Background: an optimization exercise with open tools, aiming at small area. Do not read the settings as production practice.
Only the layout flow was run in this run; the RTL was not checked for function there.
No activity file was given, so power comes from the tool's default toggle rates.

==> design.v <==
module i2c_slave #(
    parameter [6:0] ADDR = 7'h55
) (
    input  wire       clk,
    input  wire       rst,
    input  wire       scl_i,
    input  wire       sda_i,
    output reg        sda_oe,
    output reg        wr_start,    
    output reg        wr_byte,     
    output reg  [7:0] wr_data,
    output reg        wr_end,      
    output reg        rd_start,    
    output reg        rd_next,     
    input  wire [7:0] rd_data      
);
    localparam S_IDLE   = 3'd0,
               S_ADDR   = 3'd1,
               S_ACK_A  = 3'd2,
               S_WDATA  = 3'd3,
               S_ACK_W  = 3'd4,
               S_RDATA  = 3'd5,
               S_RACK   = 3'd6,
               S_IGNORE = 3'd7;
    reg [2:0] state;
    reg       scl_m, scl_s, scl_d;
    reg       sda_m, sda_s, sda_d;
    reg [7:0] shreg;
    reg [2:0] bitcnt;
    reg       byte_done;
    reg       rw;
    reg       in_write;
    reg       nack;
    wire start_c = scl_s & scl_d & sda_d & ~sda_s;
    wire stop_c  = scl_s & scl_d & ~sda_d & sda_s;
    wire scl_rise = scl_s & ~scl_d;
    wire scl_fall = ~scl_s & scl_d;
    always @(posedge clk) begin
        if (rst) begin
            scl_m <= 1'b1; scl_s <= 1'b1; scl_d <= 1'b1;
            sda_m <= 1'b1; sda_s <= 1'b1; sda_d <= 1'b1;
        end else begin
            scl_m <= scl_i; scl_s <= scl_m; scl_d <= scl_s;
            sda_m <= sda_i; sda_s <= sda_m; sda_d <= sda_s;
        end
    end
    always @(posedge clk) begin
        wr_start <= 1'b0;
        wr_byte  <= 1'b0;
        wr_end   <= 1'b0;
        rd_start <= 1'b0;
        rd_next  <= 1'b0;
        if (rst) begin
            state     <= S_IDLE;
            sda_oe    <= 1'b0;
            shreg     <= 8'd0;
            bitcnt    <= 3'd0;
            byte_done <= 1'b0;
            rw        <= 1'b0;
            in_write  <= 1'b0;
            nack      <= 1'b0;
            wr_data   <= 8'd0;
        end else if (start_c || stop_c) begin
            if (in_write)
                wr_end <= 1'b1;
            in_write  <= 1'b0;
            sda_oe    <= 1'b0;
            bitcnt    <= 3'd0;
            byte_done <= 1'b0;
            state     <= start_c ? S_ADDR : S_IDLE;
        end else begin
            case (state)
                S_ADDR, S_WDATA: begin
                    if (scl_rise) begin
                        shreg     <= {shreg[6:0], sda_s};
                        bitcnt    <= bitcnt + 3'd1;
                        byte_done <= (bitcnt == 3'd7);
                    end else if (scl_fall && byte_done) begin
                        byte_done <= 1'b0;
                        if (state == S_ADDR) begin
                            if (shreg[7:1] == ADDR) begin
                                sda_oe <= 1'b1;
                                rw     <= shreg[0];
                                state  <= S_ACK_A;
                                if (shreg[0]) begin
                                    rd_start <= 1'b1;
                                end else begin
                                    wr_start <= 1'b1;
                                    in_write <= 1'b1;
                                end
                            end else begin
                                state <= S_IGNORE;
                            end
                        end else begin
                            sda_oe  <= 1'b1;
                            wr_byte <= 1'b1;
                            wr_data <= shreg;
                            state   <= S_ACK_W;
                        end
                    end
                end
                S_ACK_A: begin
                    if (scl_fall) begin
                        bitcnt <= 3'd0;
                        if (rw) begin
                            shreg  <= {rd_data[6:0], 1'b1};
                            sda_oe <= ~rd_data[7];
                            state  <= S_RDATA;
                        end else begin
                            sda_oe <= 1'b0;
                            state  <= S_WDATA;
                        end
                    end
                end
                S_ACK_W: begin
                    if (scl_fall) begin
                        sda_oe <= 1'b0;
                        bitcnt <= 3'd0;
                        state  <= S_WDATA;
                    end
                end
                S_RDATA: begin
                    if (scl_fall) begin
                        if (bitcnt == 3'd7) begin
                            sda_oe <= 1'b0;
                            state  <= S_RACK;
                        end else begin
                            sda_oe <= ~shreg[7];
                            shreg  <= {shreg[6:0], 1'b1};
                            bitcnt <= bitcnt + 3'd1;
                        end
                    end
                end
                S_RACK: begin
                    if (scl_rise) begin
                        nack <= sda_s;
                        if (!sda_s)
                            rd_next <= 1'b1;
                    end else if (scl_fall) begin
                        bitcnt <= 3'd0;
                        if (nack) begin
                            state <= S_IGNORE;
                        end else begin
                            shreg  <= {rd_data[6:0], 1'b1};
                            sda_oe <= ~rd_data[7];
                            state  <= S_RDATA;
                        end
                    end
                end
                default: ;
            endcase
        end
    end
endmodule
module fe_xact #(
    parameter T_BUSY = 1024,
    parameter GAP    = 6
) (
    input  wire       clk,
    input  wire       rst,
    input  wire       go,
    input  wire [3:0] out_len,
    input  wire [5:0] in_len,
    output wire [3:0] out_idx,
    input  wire [7:0] out_byte,
    output reg        done,
    output reg        in_valid,
    output reg  [5:0] in_idx,
    output reg  [7:0] in_data,
    output reg        spi_cs_n,
    output reg        spi_sck,
    output wire       spi_mosi,
    input  wire       spi_miso,
    input  wire       fe_busy
);
    localparam X_IDLE  = 3'd0,
               X_WAIT  = 3'd1,
               X_CSLOW = 3'd2,
               X_SHIFT = 3'd3,
               X_CSEND = 3'd4,
               X_GAP   = 3'd5;
    reg [2:0]  state;
    reg        inbound;
    reg [10:0] tmr;
    reg [1:0]  ph;
    reg [2:0]  bitn;
    reg [5:0]  idx;
    reg [7:0]  tx;
    reg [7:0]  rx;
    reg        busy_m, busy_s;
    assign out_idx  = (state == X_WAIT) ? 4'd0 : idx[3:0] + 4'd1;
    assign spi_mosi = tx[7];
    wire [5:0] len = inbound ? in_len : {2'b00, out_len};
    always @(posedge clk) begin
        if (rst) begin
            busy_m <= 1'b1;
            busy_s <= 1'b1;
        end else begin
            busy_m <= fe_busy;
            busy_s <= busy_m;
        end
    end
    always @(posedge clk) begin
        done     <= 1'b0;
        in_valid <= 1'b0;
        if (rst) begin
            state    <= X_IDLE;
            inbound  <= 1'b0;
            tmr      <= 11'd0;
            ph       <= 2'd0;
            bitn     <= 3'd0;
            idx      <= 6'd0;
            tx       <= 8'hFF;
            rx       <= 8'd0;
            in_idx   <= 6'd0;
            in_data  <= 8'd0;
            spi_cs_n <= 1'b1;
            spi_sck  <= 1'b0;
        end else begin
            case (state)
                X_IDLE: begin
                    if (go) begin
                        inbound <= 1'b0;
                        tmr     <= 11'd0;
                        state   <= X_WAIT;
                    end
                end
                X_WAIT: begin
                    if (!busy_s || tmr == T_BUSY - 1) begin
                        spi_cs_n <= 1'b0;
                        idx      <= 6'd0;
                        tx       <= inbound ? 8'hFF : out_byte;
                        tmr      <= 11'd0;
                        state    <= X_CSLOW;
                    end else begin
                        tmr <= tmr + 11'd1;
                    end
                end
                X_CSLOW: begin
                    tmr <= tmr + 11'd1;
                    if (tmr[0]) begin
                        ph    <= 2'd0;
                        bitn  <= 3'd0;
                        state <= X_SHIFT;
                    end
                end
                X_SHIFT: begin
                    ph <= ph + 2'd1;
                    if (ph == 2'd1) begin
                        spi_sck <= 1'b1;
                        rx      <= {rx[6:0], spi_miso};
                    end else if (ph == 2'd3) begin
                        spi_sck <= 1'b0;
                        bitn    <= bitn + 3'd1;
                        if (bitn == 3'd7) begin
                            if (inbound) begin
                                in_valid <= 1'b1;
                                in_idx   <= idx;
                                in_data  <= rx;
                            end
                            idx <= idx + 6'd1;
                            if (idx + 6'd1 == len) begin
                                state <= X_CSEND;
                            end else begin
                                tx <= inbound ? 8'hFF : out_byte;
                            end
                        end else begin
                            tx <= {tx[6:0], 1'b1};
                        end
                    end
                end
                X_CSEND: begin
                    spi_cs_n <= 1'b1;
                    tx       <= 8'hFF;
                    tmr      <= 11'd0;
                    state    <= X_GAP;
                end
                X_GAP: begin
                    tmr <= tmr + 11'd1;
                    if (tmr == GAP - 1) begin
                        tmr <= 11'd0;
                        if (!inbound && in_len != 6'd0) begin
                            inbound <= 1'b1;
                            state   <= X_WAIT;
                        end else begin
                            done  <= 1'b1;
                            state <= X_IDLE;
                        end
                    end
                end
                default: state <= X_IDLE;
            endcase
        end
    end
endmodule
module nfc_bridge #(
    parameter T_BUSY       = 1024,   
    parameter T_IRQ        = 2048,   
    parameter T_RST_LOW    = 64,     
    parameter T_RST_SETTLE = 256     
) (
    input  wire clk,
    input  wire rst,
    input  wire i2c_scl,
    input  wire i2c_sda_in,
    output wire i2c_sda_oe,
    output wire spi_cs_n,
    output wire spi_sck,
    output wire spi_mosi,
    input  wire spi_miso,
    input  wire fe_busy,
    output reg  fe_rst_n
);
    localparam CMD_CAP = 32;
    localparam RX_CAP  = 32;
    wire       wr_start, wr_byte, wr_end, rd_start, rd_next;
    wire [7:0] wr_data;
    wire [7:0] rd_data;
    i2c_slave #(.ADDR(7'h55)) u_i2c (
        .clk      (clk),
        .rst      (rst),
        .scl_i    (i2c_scl),
        .sda_i    (i2c_sda_in),
        .sda_oe   (i2c_sda_oe),
        .wr_start (wr_start),
        .wr_byte  (wr_byte),
        .wr_data  (wr_data),
        .wr_end   (wr_end),
        .rd_start (rd_start),
        .rd_next  (rd_next),
        .rd_data  (rd_data)
    );
    reg [7:0] cmd_buf [0:CMD_CAP-1];
    reg [5:0] cmd_len;
    reg       cmd_ready;
    reg [5:0] wr_cnt;
    reg       wr_accept;
    reg [7:0] resp_buf [0:8];
    reg [3:0] resp_len;
    reg [3:0] serve_len;
    reg [3:0] serve_idx;
    wire      commit;
    reg [3:0] commit_len;
    reg [7:0] commit_buf [0:8];
    wire      cmd_clear;
    integer i;
    always @(posedge clk) begin
        if (rst) begin
            cmd_len   <= 6'd0;
            cmd_ready <= 1'b0;
            wr_cnt    <= 6'd0;
            wr_accept <= 1'b0;
        end else begin
            if (wr_start) begin
                wr_accept <= ~cmd_ready;
                wr_cnt    <= 6'd0;
            end
            if (wr_byte && wr_accept && wr_cnt < CMD_CAP) begin
                cmd_buf[wr_cnt[4:0]] <= wr_data;
                wr_cnt <= wr_cnt + 6'd1;
            end
            if (wr_end && wr_accept) begin
                cmd_len   <= wr_cnt;
                cmd_ready <= 1'b1;
                wr_accept <= 1'b0;
            end
            if (cmd_clear)
                cmd_ready <= 1'b0;
        end
    end
    always @(posedge clk) begin
        if (rst) begin
            resp_len  <= 4'd0;
            serve_len <= 4'd0;
            serve_idx <= 4'd0;
        end else begin
            if (rd_start) begin
                serve_len <= resp_len;
                serve_idx <= 4'd0;
                resp_len  <= 4'd0;
            end else if (rd_next && serve_idx != 4'd15) begin
                serve_idx <= serve_idx + 4'd1;
            end
            if (commit) begin
                for (i = 0; i < 9; i = i + 1)
                    resp_buf[i] <= commit_buf[i];
                resp_len <= commit_len;
            end
        end
    end
    assign rd_data = (serve_idx < serve_len) ? resp_buf[serve_idx] : 8'hFF;
    localparam OP_EEPROM  = 3'd0,   
               OP_CFG     = 3'd1,   
               OP_RFON    = 3'd2,   
               OP_SEND    = 3'd3,   
               OP_REG_IRQ = 3'd4,   
               OP_REG_LEN = 3'd5,   
               OP_RDATA   = 3'd6;   
    reg        x_go;
    reg  [2:0] op;
    reg  [7:0] op_addr;    
    reg        frame_rb;   
    reg  [5:0] rd_n;       
    reg  [3:0] x_out_len;
    reg  [5:0] x_in_len;
    wire [3:0] x_out_idx;
    reg  [7:0] x_out_byte;
    wire       x_done;
    wire       x_in_valid;
    wire [5:0] x_in_idx;
    wire [7:0] x_in_data;
    reg  [7:0] uid [0:7];      
    reg  [7:0] block_idx;
    reg  [7:0] rx_buf [0:RX_CAP-1];
    fe_xact #(.T_BUSY(T_BUSY)) u_xact (
        .clk      (clk),
        .rst      (rst),
        .go       (x_go),
        .out_len  (x_out_len),
        .in_len   (x_in_len),
        .out_idx  (x_out_idx),
        .out_byte (x_out_byte),
        .done     (x_done),
        .in_valid (x_in_valid),
        .in_idx   (x_in_idx),
        .in_data  (x_in_data),
        .spi_cs_n (spi_cs_n),
        .spi_sck  (spi_sck),
        .spi_mosi (spi_mosi),
        .spi_miso (spi_miso),
        .fe_busy  (fe_busy)
    );
    always @(*) begin
        case (op)
            OP_EEPROM:  begin x_out_len = 4'd3;  x_in_len = 6'd2; end
            OP_CFG:     begin x_out_len = 4'd3;  x_in_len = 6'd0; end
            OP_RFON:    begin x_out_len = 4'd2;  x_in_len = 6'd0; end
            OP_SEND:    begin x_out_len = frame_rb ? 4'd13 : 4'd5; x_in_len = 6'd0; end
            OP_REG_IRQ: begin x_out_len = 4'd2;  x_in_len = 6'd4; end
            OP_REG_LEN: begin x_out_len = 4'd2;  x_in_len = 6'd4; end
            default:    begin x_out_len = 4'd2;  x_in_len = rd_n; end
        endcase
    end
    always @(*) begin
        x_out_byte = 8'h00;
        case (op)
            OP_EEPROM: begin
                case (x_out_idx)
                    4'd0:    x_out_byte = 8'h07;
                    4'd1:    x_out_byte = op_addr;
                    default: x_out_byte = 8'h02;
                endcase
            end
            OP_CFG: begin
                case (x_out_idx)
                    4'd0:    x_out_byte = 8'h11;
                    4'd1:    x_out_byte = 8'h0D;
                    default: x_out_byte = 8'h8D;
                endcase
            end
            OP_RFON: begin
                x_out_byte = (x_out_idx == 4'd0) ? 8'h16 : 8'h00;
            end
            OP_SEND: begin
                if (x_out_idx == 4'd0)
                    x_out_byte = 8'h09;
                else if (x_out_idx == 4'd1)
                    x_out_byte = 8'h00;               
                else if (!frame_rb) begin
                    case (x_out_idx)
                        4'd2:    x_out_byte = 8'h26;  
                        4'd3:    x_out_byte = 8'h01;  
                        default: x_out_byte = 8'h00;  
                    endcase
                end else begin
                    case (x_out_idx)
                        4'd2:    x_out_byte = 8'h22;  
                        4'd3:    x_out_byte = 8'h20;  
                        4'd4:    x_out_byte = uid[7];
                        4'd5:    x_out_byte = uid[6];
                        4'd6:    x_out_byte = uid[5];
                        4'd7:    x_out_byte = uid[4];
                        4'd8:    x_out_byte = uid[3];
                        4'd9:    x_out_byte = uid[2];
                        4'd10:   x_out_byte = uid[1];
                        4'd11:   x_out_byte = uid[0];
                        default: x_out_byte = block_idx;
                    endcase
                end
            end
            OP_REG_IRQ: x_out_byte = (x_out_idx == 4'd0) ? 8'h04 : 8'h02;
            OP_REG_LEN: x_out_byte = (x_out_idx == 4'd0) ? 8'h04 : 8'h13;
            default:    x_out_byte = (x_out_idx == 4'd0) ? 8'h0A : 8'h00;
        endcase
    end
    always @(posedge clk) begin
        if (x_in_valid)
            rx_buf[x_in_idx[4:0]] <= x_in_data;
    end
    localparam M_RST_LOW   = 5'd0,
               M_RST_SET   = 5'd1,
               M_RST_WAIT  = 5'd2,
               M_PROBE     = 5'd3,
               M_PROBE_CHK = 5'd4,
               M_CFG       = 5'd5,
               M_RFON      = 5'd6,
               M_INIT_END  = 5'd7,
               M_IDLE      = 5'd8,
               M_DECODE    = 5'd9,
               M_VERSION   = 5'd10,
               M_VER_DONE  = 5'd11,
               M_SEND      = 5'd12,
               M_POLL      = 5'd13,
               M_POLL_CHK  = 5'd14,
               M_RXLEN     = 5'd15,
               M_RXLEN_CHK = 5'd16,
               M_RDATA     = 5'd17,
               M_XCH_END   = 5'd18,
               M_COMMIT    = 5'd19,
               M_BUSYWAIT  = 5'd20;
    localparam [7:0] ST_OK = 8'h00, ST_NOTAG = 8'h01, ST_COMM = 8'h02, ST_NOTINIT = 8'h03;
    reg  [4:0]  mstate;
    reg  [11:0] tmr;
    reg         in_boot;       
    reg  [7:0]  last_status;
    reg         tag_present;
    reg  [5:0]  rx_n;          
    reg         xch_ok;        
    reg         busy_wait;     
    reg  [10:0] bw_tmr;
    reg         bw_busy_m, bw_busy_s;
    wire [7:0]  opcode = cmd_buf[0];
    assign commit    = (mstate == M_COMMIT);
    assign cmd_clear = (mstate == M_COMMIT) || (mstate == M_DECODE && cmd_len == 6'd0);
    wire [31:0] reg_val = {rx_buf[3], rx_buf[2], rx_buf[1], rx_buf[0]};
    always @(posedge clk) begin
        if (rst) begin
            bw_busy_m <= 1'b1;
            bw_busy_s <= 1'b1;
        end else begin
            bw_busy_m <= fe_busy;
            bw_busy_s <= bw_busy_m;
        end
    end
    always @(posedge clk) begin
        x_go      <= 1'b0;
        if (rst) begin
            mstate      <= M_RST_LOW;
            tmr         <= 12'd0;
            fe_rst_n    <= 1'b1;
            in_boot     <= 1'b1;
            last_status <= ST_NOTINIT;
            tag_present <= 1'b0;
            op          <= OP_EEPROM;
            op_addr     <= 8'h10;
            frame_rb    <= 1'b0;
            rd_n        <= 6'd0;
            rx_n        <= 6'd0;
            xch_ok      <= 1'b0;
            block_idx   <= 8'd0;
            commit_len  <= 4'd0;
            bw_tmr      <= 11'd0;
            for (i = 0; i < 9; i = i + 1)
                commit_buf[i] <= 8'hFF;
        end else begin
            case (mstate)
                M_RST_LOW: begin
                    fe_rst_n <= 1'b0;
                    tmr      <= tmr + 12'd1;
                    if (tmr == T_RST_LOW - 1) begin
                        tmr    <= 12'd0;
                        mstate <= M_RST_SET;
                    end
                end
                M_RST_SET: begin
                    fe_rst_n <= 1'b1;
                    tmr      <= tmr + 12'd1;
                    if (tmr == T_RST_SETTLE - 1) begin
                        tmr    <= 12'd0;
                        bw_tmr <= 11'd0;
                        mstate <= M_BUSYWAIT;
                    end
                end
                M_BUSYWAIT: begin
                    if (!bw_busy_s || bw_tmr == T_BUSY - 1) begin
                        mstate <= M_RST_WAIT;
                    end else begin
                        bw_tmr <= bw_tmr + 11'd1;
                    end
                end
                M_RST_WAIT: begin
                    op      <= OP_EEPROM;
                    op_addr <= 8'h10;
                    x_go    <= 1'b1;
                    mstate  <= M_PROBE;
                end
                M_PROBE: begin
                    if (x_done)
                        mstate <= M_PROBE_CHK;
                end
                M_PROBE_CHK: begin
                    if ((rx_buf[0] == 8'hFF && rx_buf[1] == 8'hFF) ||
                        (rx_buf[0] == 8'h00 && rx_buf[1] == 8'h00)) begin
                        last_status <= ST_NOTINIT;
                        mstate      <= M_INIT_END;
                    end else begin
                        op     <= OP_CFG;
                        x_go   <= 1'b1;
                        mstate <= M_CFG;
                    end
                end
                M_CFG: begin
                    if (x_done) begin
                        op     <= OP_RFON;
                        x_go   <= 1'b1;
                        mstate <= M_RFON;
                    end
                end
                M_RFON: begin
                    if (x_done) begin
                        last_status <= ST_OK;
                        mstate      <= M_INIT_END;
                    end
                end
                M_INIT_END: begin
                    if (in_boot) begin
                        in_boot <= 1'b0;
                        mstate  <= M_IDLE;
                    end else begin
                        commit_buf[0] <= last_status;
                        commit_len    <= 4'd1;
                        mstate        <= M_COMMIT;
                    end
                end
                M_IDLE: begin
                    if (cmd_ready)
                        mstate <= M_DECODE;
                end
                M_DECODE: begin
                    if (cmd_len == 6'd0) begin
                        mstate <= M_IDLE;
                    end else begin
                        case (opcode)
                            8'h00: begin
                                commit_buf[0] <= last_status;
                                commit_buf[1] <= {7'd0, tag_present};
                                commit_len    <= 4'd2;
                                mstate        <= M_COMMIT;
                            end
                            8'h01, 8'h02, 8'h03: begin
                                op      <= OP_EEPROM;
                                op_addr <= (opcode == 8'h01) ? 8'h10 :
                                           (opcode == 8'h02) ? 8'h12 : 8'h14;
                                x_go    <= 1'b1;
                                mstate  <= M_VERSION;
                            end
                            8'h04: begin
                                tmr    <= 12'd0;
                                mstate <= M_RST_LOW;
                            end
                            8'h10: begin
                                frame_rb <= 1'b0;
                                op       <= OP_SEND;
                                x_go     <= 1'b1;
                                mstate   <= M_SEND;
                            end
                            8'h11: begin
                                if (tag_present) begin
                                    commit_buf[0] <= ST_OK;
                                    for (i = 0; i < 8; i = i + 1)
                                        commit_buf[i+1] <= uid[i];
                                    commit_len <= 4'd9;
                                end else begin
                                    commit_buf[0] <= ST_NOTAG;
                                    commit_len    <= 4'd1;
                                end
                                mstate <= M_COMMIT;
                            end
                            8'h20: begin
                                if (!tag_present) begin
                                    commit_buf[0] <= ST_NOTAG;
                                    commit_len    <= 4'd1;
                                    mstate        <= M_COMMIT;
                                end else if (cmd_len < 6'd2) begin
                                    commit_buf[0] <= ST_COMM;
                                    commit_len    <= 4'd1;
                                    mstate        <= M_COMMIT;
                                end else begin
                                    block_idx <= cmd_buf[1];
                                    frame_rb  <= 1'b1;
                                    op        <= OP_SEND;
                                    x_go      <= 1'b1;
                                    mstate    <= M_SEND;
                                end
                            end
                            default: begin
                                commit_buf[0] <= 8'hFF;
                                commit_len    <= 4'd1;
                                mstate        <= M_COMMIT;
                            end
                        endcase
                    end
                end
                M_VERSION: begin
                    if (x_done)
                        mstate <= M_VER_DONE;
                end
                M_VER_DONE: begin
                    commit_buf[0] <= ST_OK;
                    commit_buf[1] <= rx_buf[0];
                    commit_buf[2] <= rx_buf[1];
                    commit_len    <= 4'd3;
                    mstate        <= M_COMMIT;
                end
                M_SEND: begin
                    if (x_done) begin
                        tmr    <= 12'd0;
                        op     <= OP_REG_IRQ;
                        x_go   <= 1'b1;
                        mstate <= M_POLL;
                    end
                end
                M_POLL: begin
                    if (tmr != 12'hFFF)
                        tmr <= tmr + 12'd1;
                    if (x_done)
                        mstate <= M_POLL_CHK;
                end
                M_POLL_CHK: begin
                    if (tmr != 12'hFFF)
                        tmr <= tmr + 12'd1;
                    if (reg_val[0]) begin
                        op     <= OP_REG_LEN;
                        x_go   <= 1'b1;
                        mstate <= M_RXLEN;
                    end else if (tmr >= T_IRQ) begin
                        xch_ok <= 1'b0;
                        rx_n   <= 6'd0;
                        mstate <= M_XCH_END;
                    end else begin
                        op     <= OP_REG_IRQ;
                        x_go   <= 1'b1;
                        mstate <= M_POLL;
                    end
                end
                M_RXLEN: begin
                    if (x_done)
                        mstate <= M_RXLEN_CHK;
                end
                M_RXLEN_CHK: begin
                    xch_ok <= 1'b1;
                    if (reg_val[8:0] == 9'd0) begin
                        rx_n   <= 6'd0;
                        mstate <= M_XCH_END;
                    end else begin
                        rx_n   <= (reg_val[8:0] > RX_CAP) ? RX_CAP : reg_val[5:0];
                        rd_n   <= (reg_val[8:0] > RX_CAP) ? RX_CAP : reg_val[5:0];
                        op     <= OP_RDATA;
                        x_go   <= 1'b1;
                        mstate <= M_RDATA;
                    end
                end
                M_RDATA: begin
                    if (x_done)
                        mstate <= M_XCH_END;
                end
                M_XCH_END: begin
                    if (!frame_rb) begin
                        if (xch_ok && rx_n >= 6'd10 && rx_buf[0] == 8'h00) begin
                            for (i = 0; i < 8; i = i + 1)
                                uid[i] <= rx_buf[8-i];
                            tag_present   <= 1'b1;
                            commit_buf[0] <= ST_OK;
                            for (i = 0; i < 8; i = i + 1)
                                commit_buf[i+1] <= rx_buf[8-i];
                            commit_len <= 4'd9;
                        end else begin
                            tag_present   <= 1'b0;
                            commit_buf[0] <= ST_NOTAG;
                            commit_len    <= 4'd1;
                        end
                    end else begin
                        if (xch_ok && rx_n >= 6'd5 && rx_buf[0] == 8'h00) begin
                            commit_buf[0] <= ST_OK;
                            for (i = 0; i < 4; i = i + 1)
                                commit_buf[i+1] <= rx_buf[i+1];
                            commit_len <= 4'd5;
                        end else begin
                            commit_buf[0] <= ST_COMM;
                            commit_len    <= 4'd1;
                        end
                    end
                    mstate <= M_COMMIT;
                end
                M_COMMIT: begin
                    mstate <= M_IDLE;
                end
                default: mstate <= M_IDLE;
            endcase
        end
    end
endmodule
==> run.sh <==
#!/bin/bash
# synth_recipe.tcl (not shown) runs the flow's synth.tcl, then flattens the netlist and writes it again
# the make line also repeats each setting of config.mk as NAME=value (left out here)
make -C /OpenROAD-flow-scripts/flow DESIGN_CONFIG=/design/flow/config.mk WORK_HOME=/design/flow/orfs CLKGATE_MAP_FILE= SYNTH_SCRIPT=/design/flow/synth_recipe.tcl finish
==> config.mk <==
export PLATFORM = sky130hd
export DESIGN_NAME = nfc_bridge
export DESIGN_NICKNAME = nfc_bridge
export VERILOG_FILES = /design/flow/design.v
export SDC_FILE = /design/flow/constraint.sdc
export NUM_CORES = 4
export LEC_CHECK = 0
export CAP_MARGIN = 20
export CORE_MARGIN = 2
export CORE_UTILIZATION = 40
export PLACE_DENSITY = 0.6
export SLEW_MARGIN = 20
==> constraint.sdc <==
create_clock -name core_clock -period 10.0 [get_ports {clk}]
set_input_delay 2.0000 -clock core_clock [delete_from_list [all_inputs] [get_ports {clk}]]
set_output_delay 2.0000 -clock core_clock [all_outputs]
set_load 0.01 [all_outputs]
==> run summary <==
H-tree depth: 2
Root Buffer: clkbuf_16
sw power: 1.05 mW
CTS sink cnt: 475
n_diodes: 0
final worst path period share: 0.371
cells after synthesis: 2087
Worst setup endpoint: u_xact.tx[3]
worst path required time: 10500 ps
fin worst setup slack: 6290 ps
Yosys reg bits: 475
worst-path maximum fanout: 29
Final ANT Viol Nets: 0
largest cells by area after synthesis: edfxtp_1, dfxtp_1, nor2_1
Period minus WS final: 3710 ps
worst reg2reg path endpoint: u_xact.tx[3]
Power Density: 186 mW/mm^2
Post-Syn Area: 0.0211 sq mm
leakage power: 8.13 nW
initial antenna violation count: 1
sw frac: 0.239
FILL cells: 4965
area leader, netlist: edfxtp_1
starting density of the core: 0.403
Max clock buf depth: 3
Clk pin slew, worst setup/hold paths: 60 ps
Reg2Reg Depth: 9
# rows: 84
vias per cell: 5.80
vias in the first global route: 15187
HPWL Detailed: 40.3 mm
Iteration-0 DRC Markers: 1713
Peak supply drop: 0.132 mV
Die Ht: 234 microns
RSZ-0062 raised after global routing: false
share of layout cells above drive strength 1: 0.0801
warning count from the yosys run: 6
clock group share of total power: 0.465
FFs w/ async S/R, synth: 0
Area Overhead vs Synth: 11.7%
status: timing/DRC/antenna clean
hold slack: 407 ps
Hold Path Class: reg2reg
DIE AREA: 0.0545 sq mm
non-filler cells, final: 2772
worst skew pair latency: 630 ps
max frequency: 0.270 GHz
Reg2Reg Launch Point: u_xact.idx[0]
core footprint: 0.0523 sq mm
IO Port Bufs: 10
Worst Skew: 44.0 ps
Avg Inst Size Synth: 10.1 sq um
synth unique cells: 93
WL final: 58.6 mm
vias: 16087
Combinational Power Share: 0.063
max_cap viols: 0
global-route wire length before repair: 90.2 mm
Setup Fix Bufs, Post-CTS: 0
Power Internal: 3.34 mW
# setup viols final: 0
Final Slew Violations: 0
Mapped Nets: 2115
startpoint types: register
Worst Path Arrival: 4210 ps
Reg power frac: 0.472
kind of critical path: reg2reg
dpl cells: 2674
actual slew at the worst max-slew pin: 1080 ps
drt drc: 0
drt wl/cell: 21.1 microns
Critical Path Source: u_xact.idx[0]
critical path endpoint category: register
final core occ: 0.450
largest net degree at the start of global routing: 81
CTS tree: done
Global Route Usage Sum: 0.214
total grt overflow: 0
Place WS: 5950 ps
Main synth FF type: dfxtp_1
number of flops mapped to enable cells by yosys: 219
hold_buf cts: 0
drt first pass iters: 5
NumNets Final: 2068
GPL Wtd Cong: 0.944
reg2reg setup slack: 6290 ps
post-synth top area share: 0.312
chip width: 234 microns
setup TNS: 0 ps
final hold vios: 0
post-CTS sizing: 0
worst rel slew slack: 0.274
IO Count: 11
CTS Buf Count: 52
register area share after synthesis: 0.555
worst min path at each step:
| stage | cells past startpoint | from | end | slack, ps |
|---|---|---|---|---|
| 3_3_place_gp | 1 | bw_busy_m | bw_busy_s | 400 |
| 4_1_cts | 1 | bw_busy_m | bw_busy_s | 410 |
| 3_5_place_dp | 1 | bw_busy_m | bw_busy_s | 400 |
| 2_1_floorplan | 1 | bw_busy_m | bw_busy_s | 390 |
| 6_report | 1 | bw_busy_m | bw_busy_s | 410 |
| 5_1_grt | 1 | u_i2c.scl_m | u_i2c.scl_s | 430 |
power groups by stage:
stage / clock (mW) / combinational (mW) / sequential (mW)
after detailed placement: 0 / 0.273 / 2.11
after CTS: 2.08 / 0.274 / 2.07
final: 2.04 / 0.276 / 2.07
after floorplan: 0 / 0.232 / 2.09
after global placement: 0 / 0.269 / 2.11
after global routing: 2.15 / 0.306 / 2.08
kinds of logic after synthesis:
kind of cell	synth area share
adder cells (fa/ha/maj)	0.0131
buffers and inverters	0.0318
AO/OA/AOI/OAI	0.158
multiplexers	0.0397
XOR/XNOR	0.0204
AND/OR/NAND/NOR	0.182
flip-flops	0.555
cell usage in the layout (no fill, tap or decap), types with 24 or more instances in the layout:
cell type	synthesis	final
nor3_1	40	37
o21ai_0	51	50
xor2_1	26	26
dfxtp_1	256	255
o211ai_1	40	40
mux2i_1	69	69
edfxtp_1	219	219
nor2_1	265	263
nand2_1	237	237
inv_1	34	34
nor2b_1	24	24
nand4_1	29	29
o311ai_0	24	24
a21oi_1	155	155
clkbuf_16	0	53
nand3_1	53	52
cell usage after synthesis (all sizes together) (8+ instances only):
cell,n
mux2,13
nand4,30
nand2,237
nand3b,18
a22oi,23
a221oi,18
buf,30
inv,35
and2,11
dfxtp,256
ha,22
xnor2,23
o31ai,8
o21ai,53
nor2b,24
a211oi,20
or2,12
nor3,41
or3,12
xor2,26
a222oi,15
nor3b,9
o211ai,40
o22ai,9
nand3,53
o311ai,35
nor2,267
mux2i,69
a21oi,156
nor4,21
a22o,10
edfxtp,219
a211o,8
a31oi,9
clkbuf,103
nand2b,21
and3,19
state kept, by name, indices dropped and copies added (netlist names), 8 cells and up:
signal	cells
u_i2c.shreg	8
u_xact.tmr	11
tmr	12
u_xact.tx	8
u_i2c.wr_data	8
u_xact.rx	8
block_idx	8
rx_buf	72
commit_buf	67
uid	64
u_xact.in_data	8
cmd_buf	16
resp_buf	67
bw_tmr	11
worst max-delay path, stage by stage (launching register included):
cell	delay [ps]
dfxtp_1	290
buf_4	240
ha_1	930
nand2b_1	220
mux2i_1	110
a211oi_1	440
nand2_1	280
a222oi_1	510
a2111oi_0	250
o32a_1	330
layer usage:
layer  part of all wire  GRT usage  routed length (microns)
met1               0.45      0.303                    26400
met2               0.44      0.329                    26000
met3              0.069     0.0381                     4060
met4              0.035     0.0765                     2030
met5            0.00012          0                        7
layout make-up:
class / count / area [sq um] / area share
flip-flops and latches: 475 / 11700 / 0.497
clock buffers: 65 / 1430 / 0.0608
well taps: 688 / 861 / 0.0366
clock inverters: 33 / 398 / 0.0169
inverters: 36 / 135 / 0.00574
multi-input cells: 1443 / 8750 / 0.372
repair buffers: 32 / 263 / 0.0112
stage by stage:
step / power (mW) / area, sq um
detailed placement: 2.39 / 21700
global route: 4.53 / 23500
CTS: 4.42 / 23500
finish: 4.39 / 23500
global placement: 2.38 / 21700
floorplan: 2.32 / 21100

-- separate check: timing with driven ports --
Ports are ideal in the flow. The routed layout listed here was re-timed in OpenROAD. Step 1 sets driving cells, clkbuf_16 on the clock port and buf_2 on the other inputs (assumed; they add their load-dependent delay and slew). Step 2 moves the port delays by t, midway between the first and last clock arrival at a register: inputs arrive t later, outputs are due t later. That takes back most of the time a late clock gives input paths. Slacks: no drivers / after step 1 / after step 2; pairs: no drivers / after step 1.
t, ns: 0.668
setup slack, ns: 6.292 / 6.286 / 5.999
worst setup path at the end: input to register
worst slew at a driven data input, ns: 0.04
cell pins on the clock port's net: 1
After both steps setup and hold are still met in this run. The setup slack of this run moves by -0.006 ns with the drivers and by -0.293 ns with both steps.
